This is an optimization exercise on Yosys and OpenROAD, whose aim is small area, a short achievable clock period and few clock cycles, not a production implementation. In this exercise RTL edits were held to simulation tests only and were not proved equivalent to the original. Power and IR drop assume default switching activity.

**design.v**
```verilog
module evt_agg_enc (
    input  wire        clk,
    input  wire        rst,
    input  wire        cmd_valid,
    output wire        cmd_ready,
    input  wire [31:0] cmd,
    output reg         pkt_valid,
    output reg  [76:0] pkt
);
    localparam CAP = 64;
    localparam KW  = 12;            
    assign cmd_ready = 1'b1;
    wire is_set_mode = (cmd & 32'hFFFF_FFFC) == 32'h2000_0000;
    wire is_inject   = (cmd & 32'hFFFE_8080) == 32'h3000_0000;
    reg  [1:0] mode;                
    reg  [13:0] in_pack;
    always @(*) begin
        case (mode)
            2'd0:    in_pack = {cmd[14:8], cmd[6:0]};
            2'd1:    in_pack = {2'b00, cmd[14:9], cmd[6:1]};
            2'd2:    in_pack = {4'b0000, cmd[14:10], cmd[6:2]};
            default: in_pack = {6'b000000, cmd[14:11], cmd[6:3]};
        endcase
    end
    reg         r_inj, r_clr;
    reg  [1:0]  r_mode;
    reg  [13:0] r_pack;
    reg         r_p;
    always @(posedge clk) begin
        if (rst) begin
            mode  <= 2'd0;
            r_inj <= 1'b0;
            r_clr <= 1'b0;
        end else begin
            r_inj <= cmd_valid & is_inject;
            r_clr <= cmd_valid & is_set_mode & (cmd[1:0] != mode);
            if (cmd_valid & is_set_mode)
                mode <= cmd[1:0];
        end
        r_mode <= mode;
        r_pack <= in_pack;
        r_p    <= cmd[16];
    end
    reg  [CAP-1:0] occ;
    reg  [KW-1:0]  skey [0:CAP-1];
    reg  [CAP-1:0] sp;
    reg         k_inj, k_clr, q_inj, q_clr, d_inj, d_clr;
    reg  [1:0]  k_mode, q_mode, d_mode;
    reg  [13:0] k_pack, q_pack, d_pack;
    reg         k_p, q_p, d_p;
    reg  [CAP-1:0] k_match, q_match, d_match;
    reg  [2:0]  k_s, q_s, d_s;      
    reg  [CAP-1:0] match;
    integer i;
    always @(*) begin
        for (i = 0; i < CAP; i = i + 1)
            match[i] = occ[i] & (skey[i] == r_pack[KW-1:0]);
    end
    always @(posedge clk) begin
        if (rst) begin
            k_inj <= 1'b0;
            k_clr <= 1'b0;
        end else begin
            k_inj <= r_inj;
            k_clr <= r_clr;
        end
        k_mode  <= r_mode;
        k_pack  <= r_pack;
        k_p     <= r_p;
        k_match <= match;
        k_s     <= {r_pack[KW-1:0] == d_pack[KW-1:0],
                    r_pack[KW-1:0] == q_pack[KW-1:0],
                    r_pack[KW-1:0] == k_pack[KW-1:0]};
    end
    function [4:0] pop16;
        input [15:0] v;
        reg [1:0] a0, a1, a2, a3, a4, a5, a6, a7;
        reg [2:0] b0, b1, b2, b3;
        reg [3:0] c0, c1;
        begin
            a0 = v[0] + v[1];   a1 = v[2] + v[3];
            a2 = v[4] + v[5];   a3 = v[6] + v[7];
            a4 = v[8] + v[9];   a5 = v[10] + v[11];
            a6 = v[12] + v[13]; a7 = v[14] + v[15];
            b0 = a0 + a1; b1 = a2 + a3; b2 = a4 + a5; b3 = a6 + a7;
            c0 = b0 + b1; c1 = b2 + b3;
            pop16 = c0 + c1;
        end
    endfunction
    wire [CAP-1:0] k_match_p = k_match & sp;
    reg  [19:0] q_na, q_np;         
    integer g;
    always @(posedge clk) begin
        if (rst) begin
            q_inj <= 1'b0;
            q_clr <= 1'b0;
        end else begin
            q_inj <= k_inj;
            q_clr <= k_clr;
        end
        q_mode  <= k_mode;
        q_pack  <= k_pack;
        q_p     <= k_p;
        q_match <= k_match;
        q_s     <= k_s;
        for (g = 0; g < 4; g = g + 1) begin
            q_na[5*g +: 5] <= pop16(k_match[16*g +: 16]);
            q_np[5*g +: 5] <= pop16(k_match_p[16*g +: 16]);
        end
    end
    wire [4:0] cnt  = (q_na[4:0] + q_na[9:5]) + (q_na[14:10] + q_na[19:15]);
    wire [4:0] pcnt = (q_np[4:0] + q_np[9:5]) + (q_np[14:10] + q_np[19:15]);
    reg [3:0] g_n;
    reg [4:0] h_n;
    always @(*) begin
        case (q_mode)
            2'd1: begin
                g_n = {3'b111, cnt != 5'd0};
                h_n = {3'b111, pcnt != 5'd0, pcnt >= 5'd2};
            end
            2'd2: begin
                g_n = {cnt >= 5'd4, cnt >= 5'd5, cnt >= 5'd6, cnt >= 5'd7};
                h_n = {pcnt >= 5'd1, pcnt >= 5'd2, pcnt >= 5'd3, pcnt >= 5'd4, pcnt >= 5'd5};
            end
            default: begin
                g_n = {cnt >= 5'd28, cnt >= 5'd29, cnt >= 5'd30, cnt == 5'd31};
                h_n = {pcnt >= 5'd13, pcnt >= 5'd14, pcnt >= 5'd15, pcnt >= 5'd16, pcnt >= 5'd17};
            end
        endcase
    end
    function [5:0] lowest_zero;
        input [63:0] v;
        reg [7:0] grp;
        reg [2:0] gi, bi;
        reg [7:0] sel;
        integer gg, b;
        begin
            for (gg = 0; gg < 8; gg = gg + 1)
                grp[gg] = ~&v[8*gg +: 8];
            gi = 3'd0;
            for (gg = 7; gg >= 0; gg = gg - 1)
                if (grp[gg]) gi = gg[2:0];
            sel = v[8*gi +: 8];
            bi = 3'd0;
            for (b = 7; b >= 0; b = b - 1)
                if (!sel[b]) bi = b[2:0];
            lowest_zero = {gi, bi};
        end
    endfunction
    function [63:0] rev64;
        input [63:0] v;
        integer b;
        begin
            for (b = 0; b < 64; b = b + 1)
                rev64[b] = v[63-b];
        end
    endfunction
    reg  [3:0] d_g;
    reg  [4:0] d_h;
    reg  [5:0] d_fa, d_fb;
    always @(posedge clk) begin
        if (rst) begin
            d_inj <= 1'b0;
            d_clr <= 1'b0;
        end else begin
            d_inj <= q_inj;
            d_clr <= q_clr;
        end
        d_mode  <= q_mode;
        d_pack  <= q_pack;
        d_p     <= q_p;
        d_match <= q_match;
        d_s     <= q_s;
        d_g     <= g_n;
        d_h     <= h_n;
        d_fa    <= lowest_zero(occ);
        d_fb    <= ~lowest_zero(rev64(occ));
    end
    reg  [3:1] o_st, o_em, o_clr, o_p;
    reg  [5:0] o_slot1, o_slot2, o_slot3;
    wire [3:1] e = o_clr | (d_s & o_em);    
    wire [3:1] a = d_s & o_st;              
    wire [3:1] b = a & o_p;                 
    wire mode1 = (d_mode == 2'd1);
    wire [1:0] na = {1'b0, a[1]} + {1'b0, a[2]} + {1'b0, a[3]};
    wire [2:0] nb = {2'b0, b[1]} + {2'b0, b[2]} + {2'b0, b[3]} + {2'b0, d_p};
    reg ge;
    always @(*) begin
        if (e[1])
            ge = 1'b0;
        else if (e[2])
            ge = mode1 & a[1];
        else if (e[3])
            ge = mode1 & (a[1] | a[2]);
        else
            ge = d_g[na];
    end
    reg op_agg;
    always @(*) begin
        if (e[1])
            op_agg = 1'b0;
        else if (e[2])
            op_agg = b[1] & d_p;
        else if (e[3])
            op_agg = (b[1] & b[2]) | ((b[1] | b[2]) & d_p);
        else
            op_agg = d_h[nb];
    end
    wire full  = &occ;
    wire agg   = (d_mode != 2'd0);
    wire act   = d_inj & agg & ~full;
    wire emit  = act & ge;
    wire store = act & ~ge;
    wire [5:0] slot = o_clr[1] ? 6'd0 :
                      (o_st[1] && o_slot1 == d_fa) ? d_fb : d_fa;
    wire [CAP-1:0] slot_oh = {{(CAP-1){1'b0}}, 1'b1} << slot;
    wire [CAP-1:0] oh1 = {{(CAP-1){1'b0}}, 1'b1} << o_slot1;
    wire [CAP-1:0] oh2 = {{(CAP-1){1'b0}}, 1'b1} << o_slot2;
    wire [CAP-1:0] oh3 = {{(CAP-1){1'b0}}, 1'b1} << o_slot3;
    wire [CAP-1:0] cmask = (d_match & {CAP{~e[3] & ~e[2]}}) |
                           (a[3] & ~e[2] ? oh3 : {CAP{1'b0}}) |
                           (a[2] ? oh2 : {CAP{1'b0}}) |
                           (a[1] ? oh1 : {CAP{1'b0}});
    always @(posedge clk) begin
        if (rst) begin
            occ   <= {CAP{1'b0}};
            o_st  <= 3'b000;
            o_em  <= 3'b000;
            o_clr <= 3'b000;
        end else begin
            if (d_clr)
                occ <= {CAP{1'b0}};
            else
                occ <= (occ & ~(emit ? cmask : {CAP{1'b0}})) |
                       (store ? slot_oh : {CAP{1'b0}});
            o_st  <= {o_st[2:1], store};
            o_em  <= {o_em[2:1], emit};
            o_clr <= {o_clr[2:1], d_clr};
        end
        o_p     <= {o_p[2:1], d_p};
        o_slot1 <= slot;
        o_slot2 <= o_slot1;
        o_slot3 <= o_slot2;
    end
    integer j;
    always @(posedge clk) begin
        for (j = 0; j < CAP; j = j + 1)
            if (!full && slot == j[5:0]) begin
                skey[j] <= d_pack[KW-1:0];
                sp[j]   <= d_p;
            end
    end
    function [6:0] sym;
        input [4:0] n;
        begin
            case (n)
                5'd0:  sym = 7'h11;
                5'd1:  sym = 7'h12;
                5'd2:  sym = 7'h14;
                5'd3:  sym = 7'h18;
                5'd4:  sym = 7'h21;
                5'd5:  sym = 7'h22;
                5'd6:  sym = 7'h24;
                5'd7:  sym = 7'h28;
                5'd8:  sym = 7'h41;
                5'd9:  sym = 7'h42;
                5'd10: sym = 7'h44;
                5'd11: sym = 7'h48;
                5'd12: sym = 7'h03;
                5'd13: sym = 7'h0C;
                5'd14: sym = 7'h30;
                5'd15: sym = 7'h50;
                default: sym = 7'h60;    
            endcase
        end
    endfunction
    localparam [6:0] HDR0 = 7'h11;
    localparam [6:0] HDR1 = 7'h12;
    localparam [7:0] ADDR_SRC_XOR = 8'h01 ^ 8'h02 ^ 8'h03 ^ 8'h04;
    localparam [6:0] ADDR_SYM0 = 7'h12;
    localparam [6:0] ADDR_SYM1 = 7'h14;
    localparam [6:0] ADDR_SYM2 = 7'h18;
    localparam [6:0] ADDR_SYM3 = 7'h21;
    wire op = agg ? op_agg : d_p;
    wire [15:0] payload  = {1'b1, op, d_pack};
    wire [7:0]  par_byte = ADDR_SRC_XOR ^ payload[7:0] ^ payload[15:8];
    wire        parity   = ~(^par_byte);
    wire [76:0] packet = {
        sym(5'd16),
        ADDR_SYM0, ADDR_SYM1, ADDR_SYM2, ADDR_SYM3,
        sym({1'b0, payload[15:12]}),
        sym({1'b0, payload[11:8]}),
        sym({1'b0, payload[7:4]}),
        sym({1'b0, payload[3:0]}),
        sym(5'd0),
        parity ? HDR1 : HDR0
    };
    always @(posedge clk) begin
        if (rst)
            pkt_valid <= 1'b0;
        else
            pkt_valid <= emit | (d_inj & ~agg);
        pkt <= packet;
    end
endmodule
```
**run.sh**
```bash
#!/bin/bash
# synth_recipe.tcl (not shown) runs the flow's synth.tcl, then flattens the netlist and writes it again
# the make line also repeats each setting of config.mk as NAME=value (left out here)
make -C /OpenROAD-flow-scripts/flow DESIGN_CONFIG=/design/flow/config.mk WORK_HOME=/design/flow/orfs CLKGATE_MAP_FILE= SYNTH_SCRIPT=/design/flow/synth_recipe.tcl finish
```
**config.mk**
```make
export PLATFORM = sky130hd
export DESIGN_NAME = evt_agg_enc
export DESIGN_NICKNAME = evt_agg_enc
export VERILOG_FILES = /design/flow/design.v
export SDC_FILE = /design/flow/constraint.sdc
export NUM_CORES = 4
export LEC_CHECK = 0
export CAP_MARGIN = 20
export CORE_MARGIN = 2
export CORE_UTILIZATION = 40
export SLEW_MARGIN = 20
```
**constraint.sdc**
```tcl
create_clock -name core_clock -period 13.0 [get_ports {clk}]
set_input_delay 2.6000 -clock core_clock [delete_from_list [all_inputs] [get_ports {clk}]]
set_output_delay 2.6000 -clock core_clock [all_outputs]
set_load 0.01 [all_outputs]
```
==> metrics.yaml, run 1 <==
rrSetupSlack_ns: 8.54
yosysTopAreaCell: "edfxtp_1"
cts_buffers: 136
synth_top_flop_cell: "edfxtp_1"
clk_latency_ns: 0.76
cts_buffer_depth: 3
synth_cells: 4075
post_cts_resized: 0
num_rows: 135
regArea_sq_mm: 0.0344
first_pass_iters: 6
slew_headroom: 0.256
grt.total_usage: 0.223
synth_async_sr_flop_share: 0
p_leak_nw: 20.4
diodes: 0
hpwlAfterDp_um: 98800
hold_viol: 0
max_freq_ghz: 0.224
gp_congestion: 0.980
nNetsFinal: 4331
overflow: 0
rsz0062_at_grt: "false"
synth_top_area_frac: 0.460
ff2ff_path_depth: 9
cts_tree: "built"
fin_setup_tns_ns: 0
drv_slew: 0
drive_above_1_share: 0.0921
post_dp_cell_area_sq_mm: 0.0569
synth_area_per_cell_sq_um: 13.3
clk_pin_slew_ns: 0.06
synth-edff-count: 832
powerDensity_mw_per_mm2: 142
hold_depth: 0
finalWirelength_um: 155000
drc: 0
antenna_found_initial: 5
worstHoldEndpoint: "d_match[51]"
num-fill-cells: 12000
dp.cells: 5787
setup_viol_count_final: 0
portBuffers: 65
status: "finished clean"
max-vdd-ir-drop_v: 0.0000775
yosysWarningCount: 2
core_area_sq_mm: 0.135
crit_required_ns: 13.36
viasPerCell: 5.38
grt_start_max_net_pins: 67
maxCapViolCount: 0
initial_utilization: 0.402
worstPathArrival_ns: 4.82
cts_max_level: 4
ant_nets: 0
grt_pass1_vias: 31500
min_period_ns: 4.46
multiInputGateArea_sq_mm: 0.0185
synth_seq_area_share: 0.632
worst_pin_slew_ns: 1.10
critPathKind: "register to register"
routedWlPerCell_um: 25.6
fin_skew_ns: 0.0318
cp-start-kind: "register"
endpoint_kind: "register"
synthTopCellsByArea: "edfxtp_1, dfxtp_1, xnor2_1, xor2_1, fa_1"
p_total_mw: 8.73
syn_to_final_growth_pct: 13.4
holdCritStartpoint: "q_match[51]"
post_cts_buffers: 0
final_cells: 6038
min_path_type: "register to register"
vias: 32500
ctsRootBufferMaster: "clkbuf_16"
drt_iter0_drc: 3196
grt_pass1_wl_um: 223000
cts_hold_buffers: 0
cp_max_fo: 23
reg2reg_from: "o_slot1[1]"
die_area_sq_mm: 0.139
cts_sinks: 1297
netlist_area_sq_mm: 0.0543
die_h_um: 372
die_width_um: 372
synth_seq_cells: 1297
postLayoutCellArea_sq_mm: 0.0616
reg2reg_to: "skey[44][7]"
io_pins: 114
post_synth_num_cell_types: 76
finalCritPeriodShare: 0.343
through the flow:
stage | hold slack, ns | setup slack [ns] | utilization
CTS | 0.322 | 8.62 | 0.455
global route | 0.329 | 8.40 | 0.456
detailed placement | 0.312 | 8.17 | 0.421
global placement | 0.310 | 8.17 | 0.421
finish | 0.321 | 8.54 | 0.456
floorplan | 0.310 | 9.09 | -
state kept, by name, indices dropped and copies added (netlist names), 4 cells and up:
name	flops
d_pack	14
r_pack	14
d_match	64
occ	64
o_slot2	6
o_slot1	6
q_pack	14
skey	768
d_fb	6
pkt	30
k_pack	14
d_fa	6
o_slot3	6
d_g	4
q_na	20
k_match	64
q_np	20
d_h	5
sp	64
q_match	64
layout by cell type (no fill, tap or decap), drive strengths merged, types with 65 or more instances in the layout:
master	n
nand4	103
fa	98
a21oi	93
a22o	65
o21ai	109
nor3	78
edfxtp	832
inv	192
nor2	146
clkdlybuf4s50	65
clkbuf	183
dfxtp	465
nand2	164
a221oi	66
nand3	127
xnor2	586
nor4	90
xor2	277
critical path: stages, from the launching register on:
cell     delay, ns
dfxtp_1       0.52
xnor2_1       0.17
nand4_1       0.16
nor2_1        0.44
mux2i_1       0.29
nor2_1        0.06
buf_4         0.23
nor3_1        0.64
nand3_1       0.57
nor2_1        0.98
cells by family after synthesis:
group / synth area share
AOI/OAI and AO/OA: 0.0551
xor gates and xnor gates: 0.139
adders and majority gates: 0.0481
buffers and inverters: 0.0330
DFF: 0.632
muxes: 0.00936
other: 0.000138
and+or+nand+nor: 0.0831
how the worst max path moves through the flow:
stage	slack, ns	endpoint	startpoint
2_1_floorplan	9.09	mode[1]	cmd[30]
3_5_place_dp	8.17	occ[45]	rst
3_3_place_gp	8.17	occ[15]	rst
5_1_grt	8.40	sp[13]	o_slot1[1]
4_1_cts	8.62	sp[0]	o_slot1[1]
6_report	8.54	skey[44][7]	o_slot1[1]
final cells by class:
cell class | count | share of cell area
Sequential cell | 1297 | 0.558
Multi-Input combinational cell | 2396 | 0.301
Clock buffer | 182 | 0.0642
Tap cell | 1781 | 0.0362
Timing Repair Buffer | 130 | 0.0185
Inverter | 185 | 0.0113
Clock inverter | 67 | 0.0107
synthesized netlist by cell type, types with 15 or more instances:
cell	n
nor2b_1	32
buf_1	51
o21ai_0	108
a21o_1	15
clkbuf_1	141
nand4_1	102
a21oi_1	93
a22o_1	65
a221oi_1	66
nand2b_1	21
mux2i_1	26
nor4_1	88
fa_1	98
nand3_1	127
inv_1	185
ha_1	52
nor3_1	78
buf_4	49
edfxtp_1	832
nor2_1	146
xor2_1	277
nand2_1	164
dfxtp_1	465
xnor2_1	586
and2_1	28
power breakdown:
part           total [mW]  switching, mW  internal [mW]
Clock                3.95           1.62           2.33
Combinational       0.324          0.199          0.125
Sequential           4.46         0.0595           4.40
Total                8.73           1.88           6.85
metal layers:
layer  global-route usage  wire [um]
met3               0.0370      10700
met5                    0          8
met1                0.316      68800
met2                0.353      71100
met4               0.0670       4120
Testbench counts, summed over its fixed seeds: cycles 10,360.
==> run 2, diff against run 1 <==
==> flow/run.sh (new file) <==
#!/bin/bash
# Standard ORFS layout, with repair_timing asked to leave a larger setup
# margin than the 13 ns constraint needs, so that the design is optimised
# for speed. The SDC and every other setting stay the standard flow's own.
set -o pipefail
bash standard.sh SETUP_SLACK_MARGIN=9.5 finish > standard_flow.log 2>&1
==> standard.sh (new file) <==
#!/bin/bash
# synth_recipe.tcl (not shown) runs the flow's synth.tcl, then flattens the netlist and writes it again
# the make line also repeats each setting of config.mk as NAME=value (left out here)
make -C /OpenROAD-flow-scripts/flow DESIGN_CONFIG=/design/flow/config.mk WORK_HOME=/design/flow/orfs CLKGATE_MAP_FILE= SYNTH_SCRIPT=/design/flow/synth_recipe.tcl "${@:-finish}"
removed: run.sh
==> run 2 against run 1 <==
  * Still clean on timing, DRC and antenna
  * Final cell count rose by 1.8%
  * Sequential power hardly changed
  * Die area unchanged
  * Maximum frequency is 17% higher
  * Critical path depth fell by 8
  * Total power rose by 1.0%
  * Worst setup slack better by 0.66 ns
==> metrics.yaml, run 2 <==
hpwlAfterDp_um: 103000
die_h_um: 372
min_path_type: "register to register"
worstPathCellList: "buf_6"
critPathSlowestCell: "dfxtp_2"
overflow: 0
synth_top_area_frac: 0.460
seq_power_share: 0.505
die_width_um: 372
portBuffers: 65
post_synth_num_cell_types: 76
die_area_sq_mm: 0.139
synth_area_per_cell_sq_um: 13.3
first_pass_iters: 6
cp_slowest_stage_delay_ns: 0.32
synthTopCellsByArea: "edfxtp_1, dfxtp_1, xnor2_1, xor2_1, fa_1"
powerDensity_mw_per_mm2: 137
holdWs_ns: 0.318
synth_top_flop_cell: "edfxtp_1"
diodes: 0
cts_buffers: 138
fin_skew_ns: 0.0348
vias: 33600
p_sw_frac: 0.219
final_cells: 6147
syn_to_final_growth_pct: 18.3
synth-edff-count: 832
netlist_area_sq_mm: 0.0543
grt_pass1_wl_um: 234000
ant_nets: 0
grt.total_usage: 0.236
multiInputGateArea_sq_mm: 0.0197
io_pins: 114
rsz0062_at_grt: "true"
dp.cells: 5791
largest_reg_flops: 768
netlist_top_cells_count: "edfxtp_1, xnor2_1, dfxtp_1"
slew_headroom: 0.194
ctsRootBufferMaster: "clkbuf_16"
maxCapViolCount: 0
final_core_util: 0.475
synthSimpleGateAreaFrac: 0.0831
synth_seq_area_share: 0.632
finalCritPeriodShare: 0.293
cts_buffer_depth: 3
pwr-share-comb: 0.038
pwr-share-clk: 0.457
p_sw_mw: 1.93
p_leak_nw: 21.4
mostFrequentLayoutCells: "edfxtp_1, xnor2_1, dfxtp_1"
cp_max_fo: 1
endpoint_kind: "output pin"
num_rows: 135
worstPathArrival_ns: 1.20
crit_required_ns: 10.40
synth_fa_ha_area_frac: 0.0481
clk_latency_ns: 0.79
routedWlPerCell_um: 26.9
path_buf_inv: 1
worst_pin_slew_ns: 1.20
initial_utilization: 0.402
synth_top_family_by_area: "XOR/XNOR gates"
regArea_sq_mm: 0.0345
cts_hold_buffers: 0
largest-register: "skey"
postLayoutCellArea_sq_mm: 0.0642
grt_start_max_net_pins: 68
mostFrequentLayoutCell: "edfxtp_1"
drive_above_1_share: 0.174
finalWirelength_um: 165000
yosysTopAreaCell: "edfxtp_1"
drt_iter0_drc: 3647
yosysMostFrequentCell: "edfxtp_1"
cp_top_family: "flip-flops"
core_area_sq_mm: 0.135
num-fill-cells: 11700
p_int_mw: 6.89
max_freq_ghz: 0.263
cts_tree: "built"
synth_cells: 4075
post_dp_cell_area_sq_mm: 0.0570
status: "finished clean"
gp_congestion: 1.05
viasPerCell: 5.46
max-vdd-ir-drop_v: 0.0000914
synthXorXnorAreaFrac: 0.139
min_period_ns: 3.80
drv_slew: 0
cts_sinks: 1297
synth_compound_area_frac: 0.0551
drc: 0
synth_mux_area_frac: 0.00936
antenna_found_initial: 5
grt_pass1_vias: 32500
cts_max_level: 4
synth_seq_cells: 1297
yosysWarningCount: 2
nNetsFinal: 4434
fin_setup_tns_ns: 0
hold_viol: 0
cp-start-kind: "register"
clk_pin_slew_ns: 0.06
synth_async_sr_flop_share: 0
critPathKind: "register to output pin"
setup_viol_count_final: 0
==> run 2: cell families after synthesis <==
logic type,after synthesis
muxes,40
and+or+nand+nor,859
other,2
buffers and inverters,428
xor gates and xnor gates,863
DFF,1297
AOI/OAI and AO/OA,436
adders and majority gates,150
==> run 2: area by class of cell <==
type | count | share of cell area
clock buffer | 198 | 0.0618
multi-input combinational | 2399 | 0.306
sequential | 1297 | 0.537
inverter | 185 | 0.0111
timing repair buffer | 228 | 0.0385
tap | 1781 | 0.0347
clock inverter | 59 | 0.0107
==> run 2: through the flow <==
step                worst slack [ns]  total power, mW
CTS                             9.14             8.87
floorplan                       9.26             4.73
global route                    9.15             9.05
global placement                8.54             4.88
finish                          9.20             8.82
detailed placement              8.51             4.88
==> run 2: path summary, 6_finish.rpt <==
kind	endpoint	cells past startpoint	slack (ns)	startpoint
max	pkt[16]	1	9.20	pkt[16]
min	d_match[53]	0	0.32	q_match[53]
max reg2reg	q_np[11]	10	9.33	sp[45]
min reg2reg	d_match[53]	0	0.32	q_match[53]
==> run 2: worst reg2reg max path, delay by kind of cell, from the launching register on <==
family,cells,cell delay (ns)
fa+ha+maj,6,2.87
flops,1,0.44
buf+inv,3,0.14
simple gates,1,0.12
==> run 2: routing by layer <==
layer | routed length [um] | vias to the layer above | GRT usage
li1 | - | 14700 | -
met1 | 69800 | 17100 | 0.321
met2 | 76800 | 1498 | 0.376
met3 | 12400 | 310 | 0.0419
met4 | 6040 | 4 | 0.0891
met5 | 99 | - | 0.00490
==> run 2: what timing repair did <==
action / CTS / global route
gates resized for setup: 412 / 168
pin swaps: 65 / 104
buffers inserted: 42 / 50
setup endpoints to repair: 973 / 878
gates cloned: 3 / 4
==> run 2: power groups by stage <==
stage,combinational (mW),sequential [mW],clock [mW]
finish,0.338,4.45,4.03
global route,0.363,4.45,4.24
CTS,0.337,4.45,4.08
detailed placement,0.336,4.54,0
global placement,0.334,4.54,0
floorplan,0.210,4.52,0
==> run 3, diff against run 2 <==
--- a/config.mk
+++ b/config.mk
@@ -6,6 +6,8 @@
 export NUM_CORES = 4
 export LEC_CHECK = 0
-export CAP_MARGIN = 20
+export CAP_MARGIN = 30
 export CORE_MARGIN = 2
 export CORE_UTILIZATION = 40
+export CTS_BUF_LIST = sky130_fd_sc_hd__clkbuf_8
+export CTS_CLUSTER_SIZE = 25
 export SLEW_MARGIN = 20
==> run 3 against run 2 <==
  * Combinational power hardly changed
  * Synthesized area stayed put
  * Count of clock-buffer cells in the layout is 47 higher
  * Die area stayed put
  * Worst setup slack worse by 0.19 ns
  * Maximum frequency is 4.7% lower
  * Clock power is 13% lower
  * Register-to-register slack hardly changed
==> metrics.yaml, run 3 <==
cp_top_family: "flip-flops"
hold_viol: 0
worst_pin_slew_ns: 1.02
slew_headroom: 0.312
cp_max_fo: 1
synth-edff-count: 832
top_layer: "met5"
num_rows: 135
synth_async_sr_flop_share: 0
hpwlAfterDp_um: 104000
clk_pin_slew_ns: 0.06
max_freq_ghz: 0.251
crit_required_ns: 10.40
die_h_um: 372
synth_top_area_frac: 0.460
yosysWarningCount: 2
endpoint_kind: "output pin"
max-vdd-ir-drop_v: 0.0000748
cp-start-kind: "register"
cts_buffer_depth: 3
synth_seq_cells: 1297
path_buf_inv: 1
fin_setup_tns_ns: 0
setup_viol_count_final: 0
ant_nets: 0
synth_top_flop_cell: "edfxtp_1"
min_period_ns: 3.99
nNetsFinal: 4511
mostFrequentLayoutCells: "edfxtp_1, xnor2_1, dfxtp_1"
status: "finished clean"
met3_length_um: 12300
synth_area_per_cell_sq_um: 13.3
maxCapViolCount: 0
synth_seq_area_share: 0.632
synth_cells: 4075
largest-register: "skey"
rsz0062_at_grt: "true"
ff2ff_path_depth: 12
grt.total_usage: 0.236
critPathKind: "register to output pin"
p_leak_nw: 21.5
holdWs_ns: 0.300
critPathSlowestCell: "dfxtp_1"
largest_reg_flops: 768
num-fill-cells: 12000
core_area_sq_mm: 0.135
antenna_found_initial: 4
initial_utilization: 0.402
min_path_type: "register to register"
grt_start_max_net_pins: 68
cts_tree: "built"
drv_slew: 0
netlist_area_sq_mm: 0.0543
drt_iter0_drc: 3146
wl_met2_um: 77700
mostFrequentLayoutCell: "edfxtp_1"
viasPerCell: 5.40
portBuffers: 65
drive_above_1_share: 0.188
grt_pass1_wl_um: 235000
drc: 0
overflow: 0
syn_to_final_growth_pct: 16.8
p_total_mw: 8.29
grt_pass1_vias: 33100
clk_latency_ns: 0.96
post_synth_num_cell_types: 76
vias: 33900
routedWlPerCell_um: 26.5
cts_max_level: 4
fin_skew_ns: 0.0457
ctsRootBufferMaster: "clkbuf_8"
hold_depth: 0
cts_buffers: 206
cp_slowest_stage_delay_ns: 0.31
cts_sinks: 1297
wl_met1_um: 71000
worstPathCellList: "buf_2"
yosysTopAreaCell: "edfxtp_1"
yosysMostFrequentCell: "edfxtp_1"
powerDensity_mw_per_mm2: 131
die_width_um: 372
gp_congestion: 1.05
netlist_top_cells_count: "edfxtp_1, xnor2_1, dfxtp_1"
first_pass_iters: 6
io_pins: 114
crit_cells: 1
synthTopCellsByArea: "edfxtp_1, dfxtp_1, xnor2_1, xor2_1, fa_1"
die_area_sq_mm: 0.139
finalCritPeriodShare: 0.307
finalWirelength_um: 167000
worstPathArrival_ns: 1.39
run 3: cell counts after synthesis:
No cell type changed its count.
run 3: path summary, 6_finish.rpt:
kind	from	end	slack, ns
worst min-delay path	q_match[8]	d_match[8]	0.30
worst max register to register	sp[5]	q_np[4]	9.33
worst max-delay path	pkt[34]	pkt[34]	9.01
worst min register to register	q_match[8]	d_match[8]	0.30
run 3: power breakdown:
group | total [mW] | switching [mW] | internal (mW)
registers | 4.45 | 0.0579 | 4.40
logic | 0.340 | 0.212 | 0.127
clock network | 3.50 | 1.66 | 1.84
run 3: layer usage:
metal / GRT usage / vias up
li1: - / 14900
met1: 0.319 / 17200
met2: 0.377 / 1525
met3: 0.0448 / 315
met4: 0.0904 / 4
met5: 0 / -
run 3: logic make-up after synthesis:
logic type | after synthesis | synth area share
other | 2 | 0.000138
flip-flops | 1297 | 0.632
adder cells (fa/ha/maj) | 150 | 0.0481
XOR/XNOR | 863 | 0.139
multiplexers | 40 | 0.00936
buffers and inverters | 428 | 0.0330
AND/OR/NAND/NOR | 859 | 0.0831
AO/OA/AOI/OAI | 436 | 0.0551
run 3: final cells by class:
class / instances / area [sq um] / share of cell area
clock buffers: 245 / 3370 / 0.0532
inverters: 185 / 712 / 0.0112
well taps: 1781 / 2230 / 0.0352
multi-input cells: 2400 / 19600 / 0.310
diodes: 2 / 5.00 / 0.0000790
flip-flops and latches: 1297 / 34500 / 0.544
repair buffers: 236 / 2080 / 0.0329
clock inverters: 141 / 852 / 0.0134
run 3: timing repair:
action                                  CTS  global route
hold buffers                              0             0
gates resized for setup                 408           142
setup buffers                            26            34
cloned                                    3             5
pin swaps                                49            65
endpoints found under the setup margin  933           890
run 3: metrics by stage:
| stage | util | setup slack, ns | area [sq um] | cells |
|---|---|---|---|---|
| finish | 0.469 | 9.01 | 63400 | 6287 |
| global route | 0.469 | 8.94 | 63400 | 6286 |
| CTS | 0.462 | 8.93 | 62500 | 6246 |
| detailed placement | 0.424 | 8.53 | 57300 | 5831 |
| global placement | 0.421 | 8.54 | 56900 | 5791 |
| floorplan | - | 9.26 | 54500 | 4121 |
==> run 4, diff against run 3 <==
--- a/config.mk
+++ b/config.mk
@@ -9,5 +9,5 @@
 export CORE_MARGIN = 2
 export CORE_UTILIZATION = 40
-export CTS_BUF_LIST = sky130_fd_sc_hd__clkbuf_8
-export CTS_CLUSTER_SIZE = 25
+export CTS_CLUSTER_DIAMETER = 60
+export CTS_CLUSTER_SIZE = 30
 export SLEW_MARGIN = 20
==> run 4 against run 3 <==
  * Core utilization is 0.20 points lower
  * Critical path depth stayed put
  * Cell area is 0.43% lower
  * Maximum frequency is 6.3% higher
  * Count of clock-buffer cells in the layout is 137 lower
  * Flip-flop and latch count stayed put
  * Via count is 1.6% lower
  * Largest power group unchanged
  * Synthesized area stayed put
  * Highest routed layer unchanged
==> metrics.yaml, run 4 <==
netlist_area_sq_mm: 0.0543
clk_latency_ns: 0.72
grt_pass1_vias: 32000
finalCritPeriodShare: 0.289
synth_seq_area_share: 0.632
final_cells: 6097
p_leak_nw: 21.0
post_dp_cell_area_sq_mm: 0.0573
final_core_util: 0.467
die_h_um: 372
synth_top_area_frac: 0.460
cts_buffer_depth: 3
grt.total_usage: 0.233
portBuffers: 65
yosysWarningCount: 2
viasPerCell: 5.48
grt_pass1_wl_um: 232000
critPathSlowestCell: "dfxtp_1"
grt_start_max_net_pins: 68
pre_cts_slack_ns: 8.53
setup_ws_ns: 9.25
max-vdd-ir-drop_v: 0.000100
dp.cells: 5831
yosysMostFrequentCell: "edfxtp_1"
post_synth_num_cell_types: 76
routedWlPerCell_um: 26.9
endpoint_kind: "output pin"
rsz0062_at_grt: "true"
cp_slowest_stage_delay_ns: 0.31
slew_headroom: 0.253
ant_nets: 0
cp_top_family: "flip-flops"
cts_max_level: 3
worst_pin_slew_ns: 1.11
fin_setup_tns_ns: 0
hpwlAfterDp_um: 104000
synth_async_sr_flop_share: 0
synthTopCellsByArea: "edfxtp_1, dfxtp_1, xnor2_1, xor2_1, fa_1"
worstPathCellList: "buf_2"
max_freq_ghz: 0.266
min_period_ns: 3.75
yosysTopAreaCell: "edfxtp_1"
first_pass_iters: 5
largest_reg_flops: 768
clk_pin_slew_ns: 0.10
hold_viol: 0
setup_viol_count_final: 0
drc: 0
path_buf_inv: 1
diodes: 0
gp_congestion: 1.05
die_width_um: 372
netlist_top_cells_count: "edfxtp_1, xnor2_1, dfxtp_1"
cts_buffers: 99
status: "finished clean"
num_rows: 135
overflow: 0
ctsRootBufferMaster: "clkbuf_16"
synth_cells: 4075
drt_iter0_drc: 3356
synth_seq_cells: 1297
cts_sinks: 1297
drv_slew: 0
worstPathArrival_ns: 1.15
synth-edff-count: 832
synth_area_per_cell_sq_um: 13.3
critPathKind: "register to output pin"
mostFrequentLayoutCell: "edfxtp_1"
initial_utilization: 0.402
min_path_type: "register to register"
nNetsFinal: 4415
cp-start-kind: "register"
cp_max_fo: 1
drive_above_1_share: 0.177
maxCapViolCount: 0
io_pins: 114
fin_skew_ns: 0.0338
synth_top_flop_cell: "edfxtp_1"
crit_required_ns: 10.40
powerDensity_mw_per_mm2: 129
die_area_sq_mm: 0.139
finalWirelength_um: 164000
p_total_mw: 8.16
core_area_sq_mm: 0.135
mostFrequentLayoutCells: "edfxtp_1, xnor2_1, dfxtp_1"
antenna_found_initial: 7
vias: 33400
largest-register: "skey"
cts_tree: "built"
holdWs_ns: 0.328
syn_to_final_growth_pct: 16.3
postLayoutCellArea_sq_mm: 0.0631
-- run 4: layer usage --
metal | wire [um] | vias to the layer above | global-route usage
met5 | 42 | - | 0
li1 | - | 14700 | -
met3 | 12100 | 285 | 0.0371
met1 | 69800 | 17000 | 0.319
met4 | 5170 | 6 | 0.0788
met2 | 77100 | 1444 | 0.377
-- run 4: report_power, final --
group | internal (mW) | total (mW) | switching [mW]
clock | 1.65 | 3.37 | 1.72
sequential | 4.39 | 4.45 | 0.0580
combinational | 0.127 | 0.339 | 0.212
-- run 4: cells by family after synthesis --
group	Yosys count	synth area share
buf+inv	428	0.0330
fa+ha+maj	150	0.0481
compound gates	436	0.0551
flops	1297	0.632
other cells	2	0.000138
simple gates	859	0.0831
mux	40	0.00936
xor+xnor	863	0.139
-- run 4: final timing paths --
path                      end   startpoint  cells after the start  slack (ns)
setup / recovery    pkt_valid    pkt_valid                      1        9.25
setup reg to reg      q_np[4]        sp[7]                     12        9.38
hold / removal    d_match[27]  q_match[27]                      0        0.33
hold reg to reg   d_match[27]  q_match[27]                      0        0.33
-- run 4: area by class of cell --
type	instances	area (sq um)
clock buffers	108	2570
clock inverters	79	1080
fillers	11900	72000
inverters	185	708
multi-input cells	2399	19700
flip-flops and latches	1297	34500
well taps	1781	2230
repair buffers	248	2300
-- run 4: timing repair --
item / CTS / global route
pin swaps: 56 / 89
resized for setup: 424 / 181
hold buffers: 0 / 0
setup endpoints to repair: 935 / 798
gates cloned: 3 / 4
buffers inserted: 29 / 43
==> run 5, diff against run 4 <==
--- a/config.mk
+++ b/config.mk
@@ -9,5 +9,6 @@
 export CORE_MARGIN = 2
 export CORE_UTILIZATION = 40
+export CTS_BUF_LIST = sky130_fd_sc_hd__clkbuf_16
 export CTS_CLUSTER_DIAMETER = 60
-export CTS_CLUSTER_SIZE = 30
+export CTS_CLUSTER_SIZE = 40
 export SLEW_MARGIN = 20
==> run 5 against run 4 <==
  * Synthesized cell count unchanged
  * Clock skew up 0.0036 ns
  * Worst hold slack about the same
  * Die area unchanged
  * Flip-flop and latch count unchanged
  * Highest routed layer unchanged
  * Maximum frequency about the same
  * Cell area down 0.23%
  * Routed wire length down 0.28%
==> metrics.yaml, run 5 <==
status: "finished clean"
yosysMostFrequentCell: "edfxtp_1"
num_rows: 135
worstPathCellList: "buf_6"
cp_slowest_stage_delay_ns: 0.33
min_path_type: "register to register"
setup_viol_count_final: 0
finalWirelength_um: 164000
netlist_area_sq_mm: 0.0543
mostFrequentLayoutCell: "edfxtp_1"
netlist_top_cells_count: "edfxtp_1, xnor2_1, dfxtp_1"
fin_setup_tns_ns: 0
path_buf_inv: 1
grt_start_max_net_pins: 68
die_width_um: 372
initial_utilization: 0.402
first_pass_iters: 6
hold_viol: 0
synth_cells: 4075
worstPathArrival_ns: 1.16
die_h_um: 372
largest-register: "skey"
synthTopCellsByArea: "edfxtp_1, dfxtp_1, xnor2_1, xor2_1, fa_1"
grt_pass1_vias: 31900
crit_required_ns: 10.40
nNetsFinal: 4409
io_pins: 114
synth_seq_cells: 1297
worst_pin_slew_ns: 1.01
synth_seq_area_share: 0.632
p_leak_nw: 21.0
grt_pass1_wl_um: 232000
postLayoutCellArea_sq_mm: 0.0630
mostFrequentLayoutCells: "edfxtp_1, xnor2_1, dfxtp_1"
largest_reg_flops: 768
max_freq_ghz: 0.266
routedWlPerCell_um: 26.9
max-vdd-ir-drop_v: 0.0000992
antenna_found_initial: 5
post_synth_num_cell_types: 76
core_area_sq_mm: 0.135
vias: 33400
powerDensity_mw_per_mm2: 129
overflow: 0
p_total_mw: 8.13
cp_max_fo: 1
critPathKind: "register to output pin"
drv_slew: 0
clk_latency_ns: 0.72
cts_sinks: 1297
viasPerCell: 5.48
synth_top_flop_cell: "edfxtp_1"
hpwlAfterDp_um: 104000
synth-edff-count: 832
ant_nets: 0
synth_area_per_cell_sq_um: 13.3
cp_top_family: "flip-flops"
cts_tree: "built"
drt_iter0_drc: 3329
post_dp_cell_area_sq_mm: 0.0573
grt.total_usage: 0.233
syn_to_final_growth_pct: 16.0
gp_congestion: 1.05
cts_buffers: 99
drc: 0
cts_buffer_depth: 3
finalCritPeriodShare: 0.289
endpoint_kind: "output pin"
rsz0062_at_grt: "true"
synth_top_area_frac: 0.460
drive_above_1_share: 0.175
ctsRootBufferMaster: "clkbuf_16"
die_area_sq_mm: 0.139
maxCapViolCount: 0
portBuffers: 65
cp-start-kind: "register"
cts_max_level: 3
fin_skew_ns: 0.0373
synth_async_sr_flop_share: 0
clk_pin_slew_ns: 0.09
slew_headroom: 0.319
critPathSlowestCell: "dfxtp_2"
yosysTopAreaCell: "edfxtp_1"
yosysWarningCount: 2
min_period_ns: 3.76
==> run 5: final cells by class <==
cell class	instances	area (sq um)
Tap cell	1781	2230
Fill cell	12000	72200
Timing Repair Buffer	242	2220
Antenna cell	3	7.51
Sequential cell	1297	34500
Clock buffer	100	2500
Multi-Input combinational cell	2399	19700
Inverter	185	708
Clock inverter	87	1110
==> run 5: what timing repair did <==
item	4_1_cts	5_1_grt
resized for setup	424	172
gates cloned	3	4
pin swaps	56	77
endpoints found under the setup margin	935	798
endpoints found under the hold margin	0	0
buffers inserted	29	37
hold buffers	0	0
==> run 5: worst paths after layout <==
path                from          end  slack (ns)  cells after the start
max              pkt[20]      pkt[20]        9.24                      1
min          q_match[27]  d_match[27]        0.33                      0
max reg2reg        sp[7]      q_np[4]        9.37                     12
min reg2reg  q_match[27]  d_match[27]        0.33                      0
==> run 5: where the power goes <==
| part | leakage [nW] | switching [mW] | total (mW) | internal [mW] |
|---|---|---|---|---|
| sequential | 11.3 | 0.0578 | 4.45 | 4.39 |
| clock | 1.77 | 1.73 | 3.35 | 1.62 |
| combinational | 7.92 | 0.211 | 0.338 | 0.127 |
| total | 21.0 | 1.99 | 8.13 | 6.14 |
==> run 5: per-stage QoR <==
step	util	cells	setup slack (ns)	hold slack (ns)
2_1_floorplan	-	4121	9.26	0.310
3_5_place_dp	0.424	5831	8.53	0.312
3_3_place_gp	0.421	5791	8.54	0.311
5_1_grt	0.466	6091	9.19	0.332
4_1_cts	0.459	6050	9.19	0.324
6_report	0.466	6094	9.24	0.328
==> run 5: routing by layer <==
layer  wire length [um]  global-route usage  vias to the layer above
met5                 42                   0                        -
met3              11500              0.0363                      280
met4               5220              0.0782                        6
li1                   -                   -                    14600
met2              76800               0.378                     1363
met1              70300               0.320                    17100
==> run 5: cell families after synthesis <==
family / after synthesis / synth area share
flip-flops: 1297 / 0.632
XOR/XNOR: 863 / 0.139
AND/OR/NAND/NOR: 859 / 0.0831
AO/OA/AOI/OAI: 436 / 0.0551
buffers and inverters: 428 / 0.0330
adder cells (fa/ha/maj): 150 / 0.0481
multiplexers: 40 / 0.00936
other: 2 / 0.000138
==> run 6, diff against run 5 <==
--- a/config.mk
+++ b/config.mk
@@ -6,4 +6,5 @@
 export NUM_CORES = 4
 export LEC_CHECK = 0
+export ABC_AREA = 1
 export CAP_MARGIN = 30
 export CORE_MARGIN = 2
==> run 6 against run 5 <==
  * Synthesized area rose by 2.5%
  * Maximum frequency fell by 0.89%
  * Critical path depth did not move
  * Clock skew rose by 0.016 ns
  * Final cell count rose by 14%
  * Die area rose by 2.5%
  * Via count rose by 22%
  * Cell area rose by 1.5%
  * Synthesized cell count rose by 21%
  * Largest power group unchanged
==> metrics.yaml, run 6 <==
cts_sinks: 1297
die_area_sq_mm: 0.142
max_freq_ghz: 0.264
largest-register: "skey"
portBuffers: 65
path_buf_inv: 1
worstPathCellList: "buf_6"
cts_buffers: 94
die_width_um: 377
first_pass_iters: 7
worstPathArrival_ns: 1.19
p_total_mw: 8.11
critPathKind: "register to output pin"
synth_top_flop_cell: "edfxtp_1"
mostFrequentLayoutCell: "edfxtp_1"
netlist_area_sq_mm: 0.0556
holdWs_ns: 0.298
overflow: 0
cp_slowest_stage_delay_ns: 0.33
die_h_um: 377
p_int_mw: 6.06
grt.total_usage: 0.275
slew_headroom: 0.313
cts_buffer_depth: 3
core_area_sq_mm: 0.138
mostFrequentLayoutCells: "edfxtp_1, nand2_1, inv_1"
synthTopCellsByArea: "edfxtp_1, dfxtp_1, nand2_1, fa_1, xnor2_1"
worst_pin_slew_ns: 1.03
clk_latency_ns: 0.79
io_pins: 114
min_path_type: "register to register"
grt_pass1_wl_um: 280000
drv_slew: 0
synth_seq_area_share: 0.616
hpwlAfterDp_um: 130000
pwr-share-comb: 0.042
clk_pin_slew_ns: 0.09
num_rows: 136
drive_above_1_share: 0.152
p_sw_mw: 2.06
viasPerCell: 5.90
synth-edff-count: 832
num-fill-cells: 12400
cp-start-kind: "register"
rsz0062_at_grt: "true"
nNetsFinal: 5223
ctsRootBufferMaster: "clkbuf_16"
synth_async_sr_flop_share: 0
min_period_ns: 3.79
antenna_found_initial: 10
finalWirelength_um: 198000
cts_max_level: 3
powerDensity_mw_per_mm2: 127
fin_setup_tns_ns: 0
pwr-share-clk: 0.409
max-vdd-ir-drop_v: 0.000112
initial_utilization: 0.404
netlist_top_cells_count: "edfxtp_1, nand2_1, dfxtp_1"
p_sw_frac: 0.254
finalCritPeriodShare: 0.292
yosysWarningCount: 2
post_synth_num_cell_types: 66
p_leak_nw: 21.8
cp_top_family: "flip-flops"
grt_start_max_net_pins: 66
setup_viol_count_final: 0
synth_area_per_cell_sq_um: 11.3
syn_to_final_growth_pct: 14.9
fin_skew_ns: 0.0537
hold_viol: 0
crit_required_ns: 10.40
largest_reg_flops: 768
ant_nets: 0
yosysMostFrequentCell: "edfxtp_1"
synth_seq_cells: 1297
drc: 0
maxCapViolCount: 0
status: "finished clean"
yosysTopAreaCell: "edfxtp_1"
grt_pass1_vias: 38700
vias: 40900
cp_max_fo: 1
gp_congestion: 1.07
routedWlPerCell_um: 28.6
endpoint_kind: "output pin"
synth_cells: 4941
critPathSlowestCell: "dfxtp_2"
synth_top_area_frac: 0.449
seq_power_share: 0.548
drt_iter0_drc: 6113
cts_tree: "built"
## run 6: cell count changes in the layout (fill, tap and decap cells not counted), moves of 48 or more
cell | previous run | this run
a21oi_1 | 80 | 130
xor2_1 | 277 | 146
nand2_1 | 148 | 595
inv_1 | 152 | 393
nand3_1 | 119 | 180
or2_2 | 6 | 57
a22o_1 | 65 | 17
nor2_1 | 84 | 319
o21ai_0 | 107 | 271
xnor2_1 | 582 | 186
o22ai_1 | 1 | 157
a221oi_1 | 64 | 130
## run 6: worst paths after layout
| kind | cells past startpoint | to | slack [ns] | startpoint |
|---|---|---|---|---|
| worst min-delay path | 0 | d_match[53] | 0.30 | q_match[53] |
| worst min register to register | 0 | d_match[53] | 0.30 | q_match[53] |
| worst max-delay path | 1 | pkt[16] | 9.21 | pkt[16] |
| worst max register to register | 13 | q_na[6] | 9.27 | k_match[31] |
## run 6: repair_timing
| action | in CTS | in global routing |
|---|---|---|
| endpoints found under the setup margin | 941 | 744 |
| setup buffers | 43 | 21 |
| pin swaps | 81 | 59 |
| hold buffers | 0 | 0 |
| gates resized for setup | 303 | 122 |
## run 6: stage by stage
step	area (sq um)	worst slack, ns	utilization	cells
2_1_floorplan	55900	9.30	-	4987
3_3_place_gp	58500	8.53	0.424	6648
3_5_place_dp	58700	8.55	0.426	6670
6_report	63900	9.21	0.464	6931
4_1_cts	63200	9.15	0.459	6890
5_1_grt	63900	9.16	0.464	6929
## run 6: cell type report
class / instances / area [sq um] / area share
sequential: 1297 / 34500 / 0.539
multi-input combinational: 2948 / 19500 / 0.306
clock buffer: 96 / 2400 / 0.0376
timing repair buffer: 235 / 2360 / 0.0369
tap: 1794 / 2240 / 0.0351
inverter: 462 / 1760 / 0.0276
clock inverter: 81 / 1110 / 0.0174
antenna: 18 / 45.0 / 0.000705
## run 6: worst register-to-register path, cell delays in order (launching register included)
cell and delay [ns]:
dfxtp_2 0.35, buf_6 0.12, fa_1 0.49, inv_1 0.06
fa_1 0.48, inv_1 0.05, fa_2 0.68, inv_2 0.07
fa_1 0.42, inv_1 0.06, ha_2 0.19, inv_2 0.05
fa_2 0.53, inv_1 0.05
## run 6: cell families after synthesis
logic type / Yosys count / synth area share
AOI/OAI and AO/OA: 918 / 0.107
other: 2 / 0.000135
adders and majority gates: 150 / 0.0470
DFF: 1297 / 0.616
and+or+nand+nor: 1495 / 0.122
xor gates and xnor gates: 337 / 0.0530
buffers and inverters: 742 / 0.0547
## run 6: routing by layer
metal	global-route usage	part of all wire	wire length (um)
met5	0	0.00029	57
met4	0.134	0.055	10900
met3	0.0630	0.11	21300
met2	0.429	0.45	89100
met1	0.361	0.39	77100
## run 6: power groups by stage
stage | registers, mW | clock network [mW] | logic [mW]
after floorplan | 4.52 | 0 | 0.184
after global placement | 4.55 | 0 | 0.339
after detailed placement | 4.55 | 0 | 0.346
after CTS | 4.45 | 3.35 | 0.338
after global routing | 4.45 | 3.49 | 0.362
final | 4.45 | 3.32 | 0.343
==> run 7, diff against run 6 <==
--- a/config.mk
+++ b/config.mk
@@ -6,8 +6,7 @@
 export NUM_CORES = 4
 export LEC_CHECK = 0
-export ABC_AREA = 1
 export CAP_MARGIN = 30
 export CORE_MARGIN = 2
-export CORE_UTILIZATION = 40
+export CORE_UTILIZATION = 70
 export CTS_BUF_LIST = sky130_fd_sc_hd__clkbuf_16
 export CTS_CLUSTER_DIAMETER = 60
==> run 7 against run 6 <==
  * Still clean on timing, DRC and antenna
  * Critical path type is now register to register
  * Core utilization grew 33 points
  * Combinational power shrank 4%
  * First-iteration DRC count shrank 16%
  * Flip-flop and latch count is the same
  * Worst setup slack lost 0.0078 ns
  * Global-route usage grew 12 points
==> metrics.yaml, run 7 <==
status: "finished clean"
synth_top_flop_cell: "edfxtp_1"
post_synth_num_cell_types: 76
synth_seq_cells: 1297
portBuffers: 65
cp_top_family: "adder cells"
hold_viol: 0
drc: 0
synth_async_sr_flop_share: 0
die_width_um: 282
clk_latency_ns: 0.67
cts_hold_buffers: 0
netlist_area_sq_mm: 0.0543
die_h_um: 282
mostFrequentLayoutCell: "edfxtp_1"
cp_max_fo: 2
gp_congestion: 1.09
critPathKind: "register to register"
finalWirelength_um: 158000
cts_sinks: 1297
critPathSlowestCell: "fa_2"
fin_skew_ns: 0.0459
nNetsFinal: 4342
min_period_ns: 3.80
vias: 34300
diodes: 0
num_rows: 102
worstPathArrival_ns: 4.39
clk_pin_slew_ns: 0.10
powerDensity_mw_per_mm2: 125
dp.cells: 5054
max-vdd-ir-drop_v: 0.000128
drive_above_1_share: 0.159
rsz0062_at_grt: "true"
p_leak_nw: 20.3
cts_buffers: 75
max_freq_ghz: 0.263
maxCapViolCount: 0
ctsRootBufferMaster: "clkbuf_16"
largest_reg_flops: 768
p_total_mw: 7.60
path_buf_inv: 4
yosysTopAreaCell: "edfxtp_1"
antenna_found_initial: 4
grt_pass1_vias: 33500
final_cells: 5260
min_path_type: "register to register"
synth_top_area_frac: 0.460
ff2ff_path_depth: 13
fin_setup_tns_ns: 0
yosysWarningCount: 2
worst_pin_slew_ns: 1.08
syn_to_final_growth_pct: 12.2
ant_nets: 0
post_dp_cell_area_sq_mm: 0.0561
cp-start-kind: "register"
hpwlAfterDp_um: 98900
crit_cells: 13
largest-register: "skey"
synth-edff-count: 832
initial_utilization: 0.704
worstPathCellList: "nand2_2, fa_1, inv_2, fa_2, inv_2, fa_2, fa_2, inv_2, ha_4, inv_2, fa_2, nor2b_2, o21a_1"
synthTopCellsByArea: "edfxtp_1, dfxtp_1, xnor2_1, xor2_1, fa_1"
viasPerCell: 6.52
grt.total_usage: 0.393
die_area_sq_mm: 0.0798
grt_pass1_wl_um: 223000
postLayoutCellArea_sq_mm: 0.0609
synth_area_per_cell_sq_um: 13.3
routedWlPerCell_um: 30.0
mostFrequentLayoutCells: "edfxtp_1, xnor2_1, dfxtp_1"
drt_iter0_drc: 5143
holdWs_ns: 0.325
netlist_top_cells_count: "edfxtp_1, xnor2_1, dfxtp_1"
synth_cells: 4075
endpoint_kind: "register"
finalCritPeriodShare: 0.292
yosysMostFrequentCell: "edfxtp_1"
cts_max_level: 3
first_pass_iters: 6
setup_viol_count_final: 0
drv_slew: 0
overflow: 0
grt_start_max_net_pins: 68
synth_seq_area_share: 0.632
slew_headroom: 0.274
hold_depth: 0
crit_required_ns: 13.59
cts_buffer_depth: 3
io_pins: 114
cts_tree: "built"
cp_slowest_stage_delay_ns: 0.72
core_area_sq_mm: 0.0771
-- run 7: changes by cell type in the layout (fill, tap and decap cells not counted), sizes merged, moves of 53 or more --
cell | before | now
o22ai | 157 | 1
nand2 | 636 | 164
or2 | 60 | 7
o21ai | 300 | 109
xnor2 | 191 | 586
a221oi | 131 | 66
xor2 | 146 | 277
nor2 | 341 | 146
nand3 | 183 | 127
inv | 499 | 216
-- run 7: repair_timing --
item / 4_1_cts / 5_1_grt
setup endpoints to repair: 950 / 926
pin swaps: 80 / 83
resized for setup: 445 / 160
cloned: 1 / 1
buffers inserted: 28 / 34
-- run 7: worst paths after layout --
kind | startpoint | endpoint | slack [ns]
worst max register to register | k_match[31] | q_np[9] | 9.20
worst max-delay path | k_match[31] | q_np[9] | 9.20
worst min register to register | q_match[60] | d_match[60] | 0.32
worst min-delay path | q_match[60] | d_match[60] | 0.32
-- run 7: where the power goes --
part / leakage [nW] / total, mW / switching (mW) / internal (mW)
logic: 7.63 / 0.330 / 0.206 / 0.124
registers: 11.3 / 4.45 / 0.0655 / 4.39
clock network: 1.37 / 2.82 / 1.53 / 1.29
-- run 7: routing by layer --
| metal | part of all wire | track usage | vias to the layer above |
|---|---|---|---|
| li1 | - | - | 14500 |
| met1 | 0.38 | 0.542 | 17200 |
| met2 | 0.46 | 0.606 | 2259 |
| met3 | 0.12 | 0.0852 | 438 |
| met4 | 0.043 | 0.174 | 2 |
| met5 | 0.000070 | 0 | - |
-- run 7: stage by stage --
stage / utilization / setup WS [ns]
finish: 0.790 / 9.20
global route: 0.790 / 9.11
CTS: 0.778 / 9.20
global placement: 0.725 / 8.59
detailed placement: 0.727 / 8.46
floorplan: - / 9.26
-- run 7: cells by family (layout without fill, tap and decap cells) --
| logic type | Yosys count | count (layout) | synth area share |
|---|---|---|---|
| flip-flops | 1297 | 1297 | 0.632 |
| XOR/XNOR | 863 | 863 | 0.139 |
| AND/OR/NAND/NOR | 859 | 860 | 0.0831 |
| AO/OA/AOI/OAI | 436 | 436 | 0.0551 |
| buffers and inverters | 428 | 526 | 0.0330 |
| adder cells (fa/ha/maj) | 150 | 150 | 0.0481 |
| multiplexers | 40 | 40 | 0.00936 |
| other | 2 | 48 | 0.000138 |
-- run 7: worst register-to-register path, cell delays in order (launching register included) --
cell and delay, ns:
dfxtp_4 0.37, nand2_2 0.06, fa_1 0.55, inv_2 0.04, fa_2 0.58, inv_2 0.05
fa_2 0.72, fa_2 0.50, inv_2 0.08, ha_4 0.13, inv_2 0.04, fa_2 0.38
nor2b_2 0.11, o21a_1 0.12
-- run 7: area by class of cell --
| class | count | area [sq um] |
|---|---|---|
| flip-flops and latches | 1297 | 34500 |
| multi-input cells | 2397 | 19700 |
| fillers | 4398 | 16200 |
| clock buffers | 78 | 1950 |
| repair buffers | 201 | 1890 |
| well taps | 1040 | 1300 |
| clock inverters | 62 | 848 |
| inverters | 185 | 708 |
==> run 8, diff against run 7 <==
--- a/config.mk
+++ b/config.mk
@@ -8,5 +8,5 @@
 export CAP_MARGIN = 30
 export CORE_MARGIN = 2
-export CORE_UTILIZATION = 70
+export CORE_UTILIZATION = 60
 export CTS_BUF_LIST = sky130_fd_sc_hd__clkbuf_16
 export CTS_CLUSTER_DIAMETER = 60
==> run 8 against run 7 <==
  * Critical path depth down 12
  * Core utilization shrank 10 points
  * Maximum frequency up 1.8%
  * Largest cell class unchanged
  * Largest power group unchanged
==> metrics.yaml, run 8 <==
status: "finished clean"
reg2reg_to: "q_np[6]"
drc: 0
synth_area_per_cell_sq_um: 13.3
rrSetupSlack_ns: 9.31
initial_utilization: 0.604
min_path_type: "register to register"
cp_top_family: "flip-flops"
ctsRootBufferMaster: "clkbuf_16"
viasPerCell: 6.23
hold_viol: 0
grt.total_usage: 0.343
drv_slew: 0
num_rows: 110
slew_headroom: 0.319
die_h_um: 305
synth_seq_cells: 1297
maxCapViolCount: 0
yosysTopAreaCell: "edfxtp_1"
netlist_top_cells_count: "edfxtp_1, xnor2_1, dfxtp_1"
hpwlAfterDp_um: 103000
mostFrequentLayoutCells: "edfxtp_1, xnor2_1, dfxtp_1"
clk_pin_slew_ns: 0.09
finalCritPeriodShare: 0.287
overflow: 0
netlist_area_sq_mm: 0.0543
worst_pin_slew_ns: 1.01
max_freq_ghz: 0.268
setup_viol_count_final: 0
io_pins: 114
worstPathCellList: "buf_6"
synth_seq_area_share: 0.632
finalWirelength_um: 161000
synth_top_flop_cell: "edfxtp_1"
yosysMostFrequentCell: "edfxtp_1"
p_leak_nw: 20.7
cts_hold_buffers: 0
worstHoldEndpoint: "d_match[50]"
gp_congestion: 1.05
num-fill-cells: 6316
cp_max_fo: 1
synthTopCellsByArea: "edfxtp_1, dfxtp_1, xnor2_1, xor2_1, fa_1"
clk_latency_ns: 0.70
holdWs_ns: 0.328
critPathKind: "register to output pin"
path_buf_inv: 1
pwr-share-clk: 0.399
ant_nets: 0
largest-register: "skey"
critPathSlowestCell: "dfxtp_2"
final_core_util: 0.686
fin_skew_ns: 0.0366
synth_top_area_frac: 0.460
p_sw_mw: 1.91
holdCritStartpoint: "q_match[50]"
cts_buffer_depth: 3
syn_to_final_growth_pct: 13.6
cp_slowest_stage_delay_ns: 0.33
drt_iter0_drc: 4222
p_int_mw: 6.05
mostFrequentLayoutCell: "edfxtp_1"
grt_pass1_wl_um: 229000
largest_reg_flops: 768
max-vdd-ir-drop_v: 0.000127
rsz0062_at_grt: "true"
antenna_found_initial: 5
vias: 33900
fin_setup_tns_ns: 0
drive_above_1_share: 0.175
cts_buffers: 92
core_area_sq_mm: 0.0899
endpoint_kind: "output pin"
cts_max_level: 3
post_synth_num_cell_types: 76
cts_sinks: 1297
min_period_ns: 3.73
synth_cells: 4075
cp-start-kind: "register"
regArea_sq_mm: 0.0345
die_area_sq_mm: 0.0929
grt_start_max_net_pins: 68
yosysWarningCount: 2
cts_tree: "built"
routedWlPerCell_um: 29.6
ff2ff_path_depth: 11
crit_required_ns: 10.40
multiInputGateArea_sq_mm: 0.0197
reg2reg_from: "sp[19]"
synth_async_sr_flop_share: 0
p_sw_frac: 0.240
powerDensity_mw_per_mm2: 129
portBuffers: 65
first_pass_iters: 8
hold_depth: 0
synth-edff-count: 832
nNetsFinal: 4365
crit_cells: 1
grt_pass1_vias: 33000
die_width_um: 305
pwr-share-comb: 0.042
worstPathArrival_ns: 1.13
seq_power_share: 0.560
## run 8: cell counts after synthesis
Identical to the previous run, type by type.
## run 8: how the worst max path moves through the flow
stage,startpoint,endpoint,slack (ns)
after global routing,sp[19],q_np[9],9.25
after CTS,pkt[33],pkt[33],9.23
after floorplan,cmd[6],mode[1],9.26
after detailed placement,o_slot1[0],skey[61][7],8.52
final,pkt[20],pkt[20],9.27
after global placement,cmd[6],mode[0],8.51
## run 8: layout make-up
type	count	area share
antenna	3	0.000122
clock buffer	98	0.0398
clock inverter	74	0.0149
inverter	185	0.0114
multi-input combinational	2397	0.319
sequential	1297	0.560
tap	1176	0.0239
timing repair buffer	207	0.0310
## run 8: cell families after synthesis
family,synth area share
DFF,0.632
xor gates and xnor gates,0.139
and+or+nand+nor,0.0831
AOI/OAI and AO/OA,0.0551
buffers and inverters,0.0330
adders and majority gates,0.0481
muxes,0.00936
other,0.000138
## run 8: layer usage
metal  track usage  routed length [um]  up-vias
met5             0                  20        -
met4         0.122                6020        2
met3        0.0693               15700      360
met2         0.538               73900     1787
met1         0.480               65100    17200
li1              -                   -    14500
## run 8: through the flow
step                instances  setup WS (ns)  power (mW)  area [sq um]
floorplan                4121           9.26        4.73         54500
global route             5434           9.25        8.17         61700
finish                   5437           9.27        7.97         61700
global placement         5177           8.51        4.87         56100
detailed placement       5196           8.52        4.88         56300
CTS                      5400           9.23        7.99         60800
## run 8: power by group through the flow
stage               Sequential (mW)  Clock (mW)  Combinational, mW
floorplan                      4.52           0              0.210
global placement               4.55           0              0.320
detailed placement             4.55           0              0.328
CTS                            4.46        3.20              0.329
global route                   4.46        3.36              0.354
finish                         4.46        3.18              0.333
## run 8: repair_timing
item                                    4_1_cts  5_1_grt
setup buffers                                31       31
pin swaps                                    69       85
resized for setup                           443      201
endpoints found under the setup margin      971      818
cloned                                        1        2
==> run 9, diff against run 8 <==
--- a/flow/run.sh
+++ b/flow/run.sh
@@ -4,3 +4,3 @@
 # for speed. The SDC and every other setting stay the standard flow's own.
 set -o pipefail
-bash standard.sh SETUP_SLACK_MARGIN=9.5 finish > standard_flow.log 2>&1
+bash standard.sh SETUP_SLACK_MARGIN=9.3 finish > standard_flow.log 2>&1
==> run 9 against run 8 <==
  * Still clean
  * Die area stayed put
  * Sequential power hardly changed
  * Flip-flop and latch count stayed put
  * Via count is 0.51% lower
  * Core utilization is 0.77 points lower
  * Critical path type unchanged
  * Largest power group unchanged
  * Highest routed layer unchanged
==> metrics.yaml, run 9 <==
initial_utilization: 0.604
clk_pin_slew_ns: 0.09
cts_max_level: 3
routedWlPerCell_um: 29.5
post_dp_cell_area_sq_mm: 0.0562
synthTopCellsByArea: "edfxtp_1, dfxtp_1, xnor2_1, xor2_1, fa_1"
final_core_util: 0.679
endpoint_kind: "output pin"
critPathSlowestCell: "dfxtp_2"
die_area_sq_mm: 0.0929
status: "finished clean"
yosysTopAreaCell: "edfxtp_1"
first_pass_iters: 7
min_path_type: "register to register"
largest_reg_flops: 768
max_freq_ghz: 0.264
holdWs_ns: 0.320
powerDensity_mw_per_mm2: 132
cp-start-kind: "register"
grt_pass1_vias: 33200
maxCapViolCount: 0
pwr-share-comb: 0.041
synth_top_flop_cell: "edfxtp_1"
worst_pin_slew_ns: 1.09
min_period_ns: 3.79
max-vdd-ir-drop_v: 0.000136
grt.total_usage: 0.344
nNetsFinal: 4334
hpwlAfterDp_um: 102000
netlist_area_sq_mm: 0.0543
synth_top_area_frac: 0.460
syn_to_final_growth_pct: 12.4
gr-usage-met2: 0.544
finalWirelength_um: 159000
ant_nets: 0
cts_tree: "built"
cts_buffers: 95
p_int_mw: 6.05
critPathKind: "register to output pin"
overflow: 0
netlist_top_cells_count: "edfxtp_1, xnor2_1, dfxtp_1"
mostFrequentLayoutCells: "edfxtp_1, xnor2_1, dfxtp_1"
synth_seq_area_share: 0.632
p_leak_nw: 20.3
slew_headroom: 0.271
num_rows: 110
cp_top_family: "flip-flops"
gp_congestion: 1.06
fin_setup_tns_ns: 0
core_area_sq_mm: 0.0899
p_sw_mw: 1.97
largest-register: "skey"
crit_required_ns: 10.40
antenna_found_initial: 3
cts_sinks: 1297
io_pins: 114
die_width_um: 305
worstPathArrival_ns: 1.19
drt_iter0_drc: 3987
synth-edff-count: 832
viasPerCell: 6.23
ctsRootBufferMaster: "clkbuf_16"
synth_seq_cells: 1297
p_total_mw: 8.03
use_met3: 0.0745
drc: 0
pwr-share-clk: 0.404
synth_cells: 4075
cp_slowest_stage_delay_ns: 0.38
cp_max_fo: 1
hold_viol: 0
clk_latency_ns: 0.72
grt-busiest-layer: "met2"
finalCritPeriodShare: 0.292
die_h_um: 305
p_sw_frac: 0.246
seq_power_share: 0.555
grt_start_max_net_pins: 68
yosysMostFrequentCell: "edfxtp_1"
num-fill-cells: 6264
mostFrequentLayoutCell: "edfxtp_1"
grt_pass1_wl_um: 230000
yosysWarningCount: 2
setup_viol_count_final: 0
fin_skew_ns: 0.0325
use_met1: 0.476
portBuffers: 65
post_synth_num_cell_types: 76
synth_area_per_cell_sq_um: 13.3
drv_slew: 0
synth_async_sr_flop_share: 0
path_buf_inv: 1
cts_buffer_depth: 3
vias: 33700
worstPathCellList: "buf_6"
postLayoutCellArea_sq_mm: 0.0610
rsz0062_at_grt: "true"
drive_above_1_share: 0.138
[run 9: cell counts after synthesis]
Identical to the previous run, type by type.
[run 9: kinds of logic (layout without fill, tap and decap cells)]
group,count (synthesis),count (layout),share of synthesized area
AND/OR/NAND/NOR,859,859,0.0831
AO/OA/AOI/OAI,436,436,0.0551
flip-flops,1297,1297,0.632
buffers and inverters,428,539,0.0330
other,2,49,0.000138
XOR/XNOR,863,863,0.139
adder cells (fa/ha/maj),150,150,0.0481
multiplexers,40,40,0.00936
[run 9: routing by layer]
layer,wire [um],vias to the layer above
met2,74000,1679
met3,14500,344
met4,6030,2
li1,-,14500
met5,12,-
met1,64800,17200
[run 9: path summary, 6_finish.rpt]
kind              slack (ns)         from           to  cells past startpoint
setup / recovery        9.21    pkt_valid    pkt_valid                      1
hold / removal          0.32  q_match[20]  d_match[20]                      0
setup reg to reg        9.30       sp[31]      q_np[6]                     12
hold reg to reg         0.32  q_match[20]  d_match[20]                      0
[run 9: timing repair]
action | in CTS | in global routing
buffers inserted | 18 | 20
pin swaps | 23 | 34
hold buffers | 0 | 0
endpoints found under the setup margin | 889 | 824
gates resized for setup | 325 | 101
gates cloned | 0 | 1
[run 9: power by group through the flow]
| stage | combinational (mW) | clock (mW) | sequential, mW |
|---|---|---|---|
| finish | 0.326 | 3.24 | 4.46 |
| global route | 0.348 | 3.43 | 4.46 |
| CTS | 0.318 | 3.27 | 4.46 |
| detailed placement | 0.320 | 0 | 4.55 |
| global placement | 0.313 | 0 | 4.55 |
| floorplan | 0.210 | 0 | 4.52 |
[run 9: final cells by class]
type                            count  area [sq um]  share of cell area
Clock buffer                       96          2400              0.0394
Clock inverter                     84          1100              0.0180
Sequential cell                  1297         34500               0.565
Inverter                          185           706              0.0116
Multi-Input combinational cell   2396         19200               0.315
Timing Repair Buffer              174          1630              0.0267
Antenna cell                        1          2.50           0.0000410
Tap cell                         1176          1470              0.0241
[run 9: metrics by stage]
stage	worst slack, ns	cells
4_1_cts	8.98	5384
2_1_floorplan	9.26	4121
5_1_grt	9.16	5408
6_report	9.21	5409
3_5_place_dp	8.13	5186
3_3_place_gp	8.46	5172

[separate check: timing with driven ports]
How much do the figures lean on ideal ports? The routed layouts below were timed once more, with nothing changed but the port constraints. Step 1 sets driving cells, clkbuf_16 on the clock port and buf_2 on the other inputs (assumed; they add their load-dependent delay and slew). Step 2 times the ports against the registers' clock, not the clock port: input delays grow and output delays shrink by t, the midpoint of the rising clock arrivals with the driver on. Three values: no drivers, after step 1, after step 2; two values: the first two.
| run | t, ns | setup slack, ns |
|---|---|---|
| run 1 | 0.816 | 8.541 / 8.541 / 8.094 |
| run 2 | 0.843 | 9.197 / 9.123 / 8.751 |
| run 3 | 1.004 | 9.011 / 8.943 / 8.650 |
| run 4 | 0.779 | 9.246 / 9.171 / 8.832 |
| run 5 | 0.782 | 9.243 / 9.167 / 8.830 |
| run 6 | 0.840 | 9.209 / 9.129 / 8.787 |
| run 7 | 0.724 | 9.201 / 9.201 / 8.802 |
| run 8 | 0.760 | 9.267 / 9.189 / 8.827 |
| run 9 | 0.772 | 9.208 / 9.137 / 8.657 |
After both steps every run listed still meets setup and hold.
